From an optimization exercise on the open Yosys and OpenROAD flow, aimed at small area, a short achievable clock period and few clock cycles per item; shortcuts taken in it are not production practice.

## the baseline
==> flow/design.v <==
module lcsa_encoder (
    input  wire        clk,
    input  wire        rst,           
    input  wire        start,
    input  wire [31:0] len,           
    input  wire [31:0] spb,           
    input  wire [31:0] bits,          
    output wire        busy,
    output wire        s_valid,
    input  wire        s_ready,
    output wire [12:0] s_index,
    output wire [9:0]  s_trits,       
    output wire [63:0] s_time,
    output wire        s_last,
    output wire        done,
    output wire        done_err,
    output wire [2:0]  done_code,
    output wire [3:0]  done_cause,
    output wire [13:0] done_n,
    output wire [7:0]  done_half
);
    reg         busy_r, done_r, sv_r, last_r;
    reg         err_r;
    reg         cap_r;               
    reg         sec_r;               
    reg  [13:0] e_r;                 
    reg         tb_r, tnb_r, tf_r, tfnb_r, tman_r, tami_r;    
    reg         th_r, tm_r;          
    reg  [3:0]  tl_r;                
    reg  [51:0] tfrac_r;
    reg  [8:0]  s_r;                 
    reg         s_one;               
    reg  [31:0] bsh;                 
    reg  [8:0]  j_r;                 
    reg         lj_r;                
    reg  [4:0]  i_r;                 
    reg  [4:0]  lrem;                
    reg         pol_r;               
    reg         f_r;                 
    reg         xf_r;
    reg  [6:0]  w_r;                 
    reg  [7:0]  vn_r;                
    reg  [2:0]  xc_r;                
    reg         run_r;               
    reg         prm_r;               
    reg  [4:0]  dcnt;
    reg  [53:0] aq;
    reg         c_r;
    reg  [7:0]  ar;
    reg  [53:0] dq;
    reg  [7:0]  dr;
    reg  [4:0]  xa;                  
    wire accept  = start && !busy_r;
    wire len_le0 = len[31] || (len == 32'd0);
    wire spb_le0 = spb[31] || (spb == 32'd0);
    wire len_big = (len[30:6] != 25'd0) || (len[5] && (len[4:0] != 5'd0));
    wire spb_big = (spb[30:9] != 22'd0) || (spb[8] && (spb[7:0] != 8'd0));
    wire chk_err = len_le0 || spb_le0 || len_big || spb_big;
    wire chk_cap = !len_le0 && !spb_le0;
    wire chk_sec = chk_cap ? !len_big : !len_le0;
    wire [8:0] s_div = {s_r[8:2], s_r[1] | s_one, s_r[0] & !s_one};
    wire [8:0] sm1   = s_r - 9'd1;                
    reg [7:0] r_init;                             
    reg [3:0] p_len;                              
    integer k;
    always @(*) begin
        r_init = 8'd1;
        p_len  = 4'd0;
        for (k = 0; k < 8; k = k + 1)
            if (sm1[k]) begin
                r_init = 8'd1 << k;
                p_len  = k[3:0] + 4'd1;
            end
    end
    function [8:0] dstep;                         
        input [7:0] r;
        input [8:0] s;
        reg   [9:0] d;
        begin
            d     = {1'b0, r, 1'b0} - {1'b0, s};
            dstep = d[9] ? {1'b0, r[6:0], 1'b0} : {1'b1, d[7:0]};
        end
    endfunction
    wire [8:0] st1 = dstep(dr, s_div);
    wire [8:0] st2 = dstep(st1[7:0], s_div);
    function [54:0] add55;
        input [54:0] a;
        input [54:0] b;
        input        cin;
        reg   [54:0] g, p, gg, pp;
        integer l, i, j;
        begin
            g  = a & b;
            p  = a ^ b;
            gg = g;
            pp = p;
            gg[0] = g[0] | (p[0] & cin);
            for (l = 0; l < 6; l = l + 1)
                for (i = 0; i < 55; i = i + 1)
                    if ((i >> l) & 1) begin
                        j = ((i >> l) << l) - 1;
                        gg[i] = gg[i] | (pp[i] & gg[j]);
                        pp[i] = pp[i] & pp[j];
                    end
            add55 = p ^ {gg[53:0], cin};
        end
    endfunction
    wire [54:0] qs    = add55({1'b0, aq}, {1'b0, dq}, c_r);
    wire        xo    = xf_r;
    wire [9:0]  nsx   = ~{1'b0, s_r};
    wire [9:0]  cs1s  = {2'b0, ar} ^ {2'b0, dr} ^ nsx;
    wire [9:0]  cs1c  = ({2'b0, ar} & {2'b0, dr}) | (({2'b0, ar} | {2'b0, dr}) & nsx);
    wire [9:0]  cs2s  = {2'b0, ar} ^ {2'b0, dr} ^ {1'b0, s_r};
    wire [9:0]  cs2c  = ({2'b0, ar} & {2'b0, dr}) | (({2'b0, ar} | {2'b0, dr}) & {1'b0, s_r});
    wire [8:0]  rn0   = {1'b0, ar} + {1'b0, dr};         
    wire [9:0]  rn1   = cs1s + {cs1c[8:0], 1'b1};        
    wire        rc    = !rn1[9];                         
    wire [9:0]  rn0s  = cs2s + {cs2c[8:0], 1'b0};        
    wire [7:0]  ar_n  = rc ? rn1[7:0] : rn0[7:0];
    wire [7:0]  ar_h  = !qs[0] ? rn0[8:1] : rc ? rn1[8:1] : rn0s[8:1];
    wire [9:0]  dr_h  = dq[0] ? ({1'b0, s_r} + {2'd0, dr}) : {2'd0, dr};
    wire [52:0] mrnd  = aq[53:1] + {52'd0, aq[0] | c_r};
    wire        wrap   = lj_r;
    wire [8:0]  j_inc  = j_r + 9'd1;
    wire [8:0]  j_n    = wrap ? 9'd0 : j_inc;
    wire [4:0]  i_n    = wrap ? i_r + 5'd1 : i_r;
    wire [31:0] bsh_n  = wrap ? {1'b0, bsh[31:1]} : bsh;
    wire [4:0]  lrem_n = wrap ? lrem - 5'd1 : lrem;
    wire        pol_n  = (wrap && bsh[0]) ? !pol_r : pol_r;
    wire        f_n    = wrap ? (s_r[8:1] != 8'd0) : (f_r && (j_inc[7:0] != s_r[8:1]));
    wire        lj_n   = wrap ? s_one : (j_inc == sm1);
    wire        x0s    = xf_r && !wrap && (i_r == 5'd0);
    wire [6:0]  w_n    = x0s ? {w_r[5:0], vn_r[6]} : w_r;
    wire [2:0]  xc_n   = x0s ? xc_r - 3'd1 : xc_r;
    wire        xf_n   = lj_n ? ((i_n & (i_n + 5'd1)) == 5'd0)
                              : ((i_n == 5'd0) && (xc_n != 3'd0) && (j_n == {2'd0, w_n}));
    wire mv    = sv_r && s_ready;
    wire ld    = run_r && !last_r && (!sv_r || s_ready);
    wire acc   = ld || prm_r;                
    always @(posedge clk) begin
        if (rst) begin
            busy_r <= 1'b0;
            sv_r   <= 1'b0;
            done_r <= 1'b0;
        end else if (!busy_r) begin
            done_r <= accept && chk_err;
            busy_r <= accept && !chk_err;
            sv_r   <= accept && !chk_err;
        end else begin
            done_r <= mv && last_r;
            busy_r <= !(mv && last_r);
            if (ld)
                sv_r <= 1'b1;
            else if (mv)
                sv_r <= 1'b0;
        end
    end
    always @(posedge clk) begin
        if (accept) begin
            err_r <= chk_err;
            cap_r <= chk_cap;
            sec_r <= chk_sec;
        end
    end
    always @(posedge clk) begin
        if (!busy_r) begin
            e_r     <= 14'd0;
            tb_r    <= bits[0];
            tnb_r   <= !bits[0];
            tf_r    <= (spb[8:1] != 8'd0);
            tfnb_r  <= (spb[8:1] != 8'd0) && !bits[0];
            tman_r  <= !(bits[0] ^ (spb[8:1] != 8'd0));
            tami_r  <= 1'b0;
            last_r  <= (len[5:0] == 6'd1) && (spb[8:0] == 9'd1);
            th_r    <= 1'b0;
            tm_r    <= 1'b0;
            tl_r    <= 4'd0;
            tfrac_r <= 52'd0;
            s_r     <= spb[8:0];
            s_one   <= (spb[8:0] == 9'd1);
            bsh     <= bits;
            j_r     <= 9'd0;
            lj_r    <= (spb[8:0] == 9'd1);
            i_r     <= 5'd0;
            lrem    <= len[4:0] - 5'd1;
            pol_r   <= 1'b0;
            f_r     <= (spb[8:1] != 8'd0);
            xf_r    <= 1'b0;
        end else begin
            if (mv)
                e_r <= e_r + 14'd1;
            if (ld) begin
                tb_r    <= bsh[0];
                tnb_r   <= !bsh[0];
                tf_r    <= f_r;
                tfnb_r  <= f_r && !bsh[0];
                tman_r  <= !(bsh[0] ^ f_r);
                tami_r  <= bsh[0] && pol_r;
                last_r  <= lj_r && (lrem == 5'd0);
                th_r    <= xa[4];
                tm_r    <= !xa[4];
                tl_r    <= xa[3:0];
                tfrac_r <= mrnd[51:0];
            end
            if (acc) begin
                bsh     <= bsh_n;
                j_r     <= j_n;
                lj_r    <= lj_n;
                i_r     <= i_n;
                lrem    <= lrem_n;
                pol_r   <= pol_n;
                f_r     <= f_n;
                xf_r    <= xf_n;
            end
        end
    end
    always @(posedge clk) begin
        if (!busy_r) begin
            run_r <= 1'b0;
            prm_r <= 1'b0;
            dcnt  <= 5'd28;
            aq    <= 54'd0;
            c_r   <= 1'b0;
            ar    <= 8'd0;
        end else begin
            prm_r <= 1'b0;
            if (!run_r && !prm_r) begin
                dcnt <= dcnt - 5'd1;
                if (dcnt == 5'd28) begin
                    dr   <= r_init;
                    xa   <= 5'd15 - {1'b0, p_len};
                    vn_r <= sm1[7:0];
                    w_r  <= 7'd1;
                    xc_r <= (p_len == 4'd0) ? 3'd0 : p_len[2:0] - 3'd1;
                end else begin
                    dq <= {dq[51:0], st1[8], st2[8]};
                    dr <= st2[7:0];
                    if (!vn_r[7])
                        vn_r <= {vn_r[6:0], 1'b0};
                end
                if (dcnt == 5'd1)
                    prm_r <= 1'b1;
            end
            if (prm_r)
                run_r <= 1'b1;
            if (acc) begin
                w_r  <= w_n;
                xc_r <= xc_n;
                if (x0s)
                    vn_r <= {vn_r[7], vn_r[5:0], 1'b0};
                if (xo) begin
                    aq  <= qs[54:1];
                    c_r <= qs[0] && rc;
                    ar  <= ar_h;
                    dq  <= {1'b0, dq[53:1]};
                    dr  <= dr_h[8:1];
                    xa  <= xa + 5'd1;
                end else begin
                    aq  <= qs[53:0];
                    c_r <= rc;
                    ar  <= ar_n;
                end
            end
        end
    end
    assign busy       = busy_r;
    assign s_valid    = sv_r;
    assign s_index    = e_r[12:0];
    assign s_trits    = {tami_r, tb_r, tman_r, 1'b1, tfnb_r, tf_r, tnb_r, 1'b1, 1'b0, tb_r};
    assign s_time     = {1'b0, th_r, {6{tm_r}}, tl_r, tfrac_r};
    assign s_last     = last_r;
    assign done       = done_r;
    assign done_err   = err_r;
    assign done_code  = {cap_r, 1'b0, !cap_r};
    assign done_cause = {1'b0, cap_r, sec_r, !sec_r};
    assign done_n     = e_r;
    assign done_half  = s_r[8:1];
endmodule
clock: 10.0 ns
lec_check: 0
abc_clock_period_in_ps: 3000
cap_margin: 20
core_margin: 2
core_utilization: 60
slew_margin: 20
standard.sh (not shown) runs the stock make flow with config.mk's settings and CLKGATE_MAP_FILE= SYNTH_SCRIPT=/design/flow/synth_recipe.tcl, a recipe that flattens the netlist after the stock synthesis.
==> flow/flow/run.sh <==
#!/bin/bash
set -o pipefail
export SETUP_SLACK_MARGIN=6
export BUFFER_PORTS_ARGS="-buffer_cell sky130_fd_sc_hd__buf_2"
bash standard.sh > standard.log 2>&1
The following lists how the candidate was set up differently from the baseline:
-- flow/design.v --
<<< the baseline, line 212
                f_r     <= f_n;
                xf_r    <= xf_n;
            end
        end
>>> the candidate, line 212
                f_r     <= f_n;
                xf_r    <= xf_n;
                w_r     <= w_n;
                vn_r    <= x0s ? {vn_r[7], vn_r[5:0], 1'b0} : vn_r;
                xc_r    <= xc_n;
            end
        end
<<< the baseline, line 245
                run_r <= 1'b1;
            if (acc) begin
                w_r  <= w_n;
                xc_r <= xc_n;
                if (x0s)
                    vn_r <= {vn_r[7], vn_r[5:0], 1'b0};
                if (xo) begin
                    aq  <= qs[54:1];
>>> the candidate, line 248
                run_r <= 1'b1;
            if (acc) begin
                if (xo) begin
                    aq  <= qs[54:1];
## What came out
As the logs show, the candidate stopped at synthesis after a tool error, so it never reached the end of the flow. The baseline: no failed stages, no open violations at the end.
No functional check of the RTL was part of any run of this note.

-- static timing again, ports no longer ideal --
The flow's constraints put no driver on any port. The routed layout listed below was extracted and timed again, unchanged, in two steps. Step 1 (the two cells are an assumption about what drives the block):
set clk [get_ports {clk}]
set_driving_cell -lib_cell sky130_fd_sc_hd__clkbuf_16 $clk
set_driving_cell -lib_cell sky130_fd_sc_hd__buf_2 [delete_from_list [all_inputs] $clk]
Step 2 times the ports against the registers' clock, not the clock port: input delays grow and output delays shrink by t, the midpoint of the rising clock arrivals with the driver on. Slacks: no drivers / after step 1 / after step 2; pairs: no drivers / after step 1.
run: the baseline
shift t [ns]: 0.572
setup WS [ns]: 5.795 / 5.795 / 5.651
worst setup path at the end: input to register
latest minus earliest clock arrival (ns): 0.018 / 0.018
slew at the worst register clock pin (ns): 0.06 / 0.06
After both steps the baseline still meets setup and hold. For the baseline, drivers alone change the setup slack by 0.000 ns; drivers and shift together by -0.144 ns.
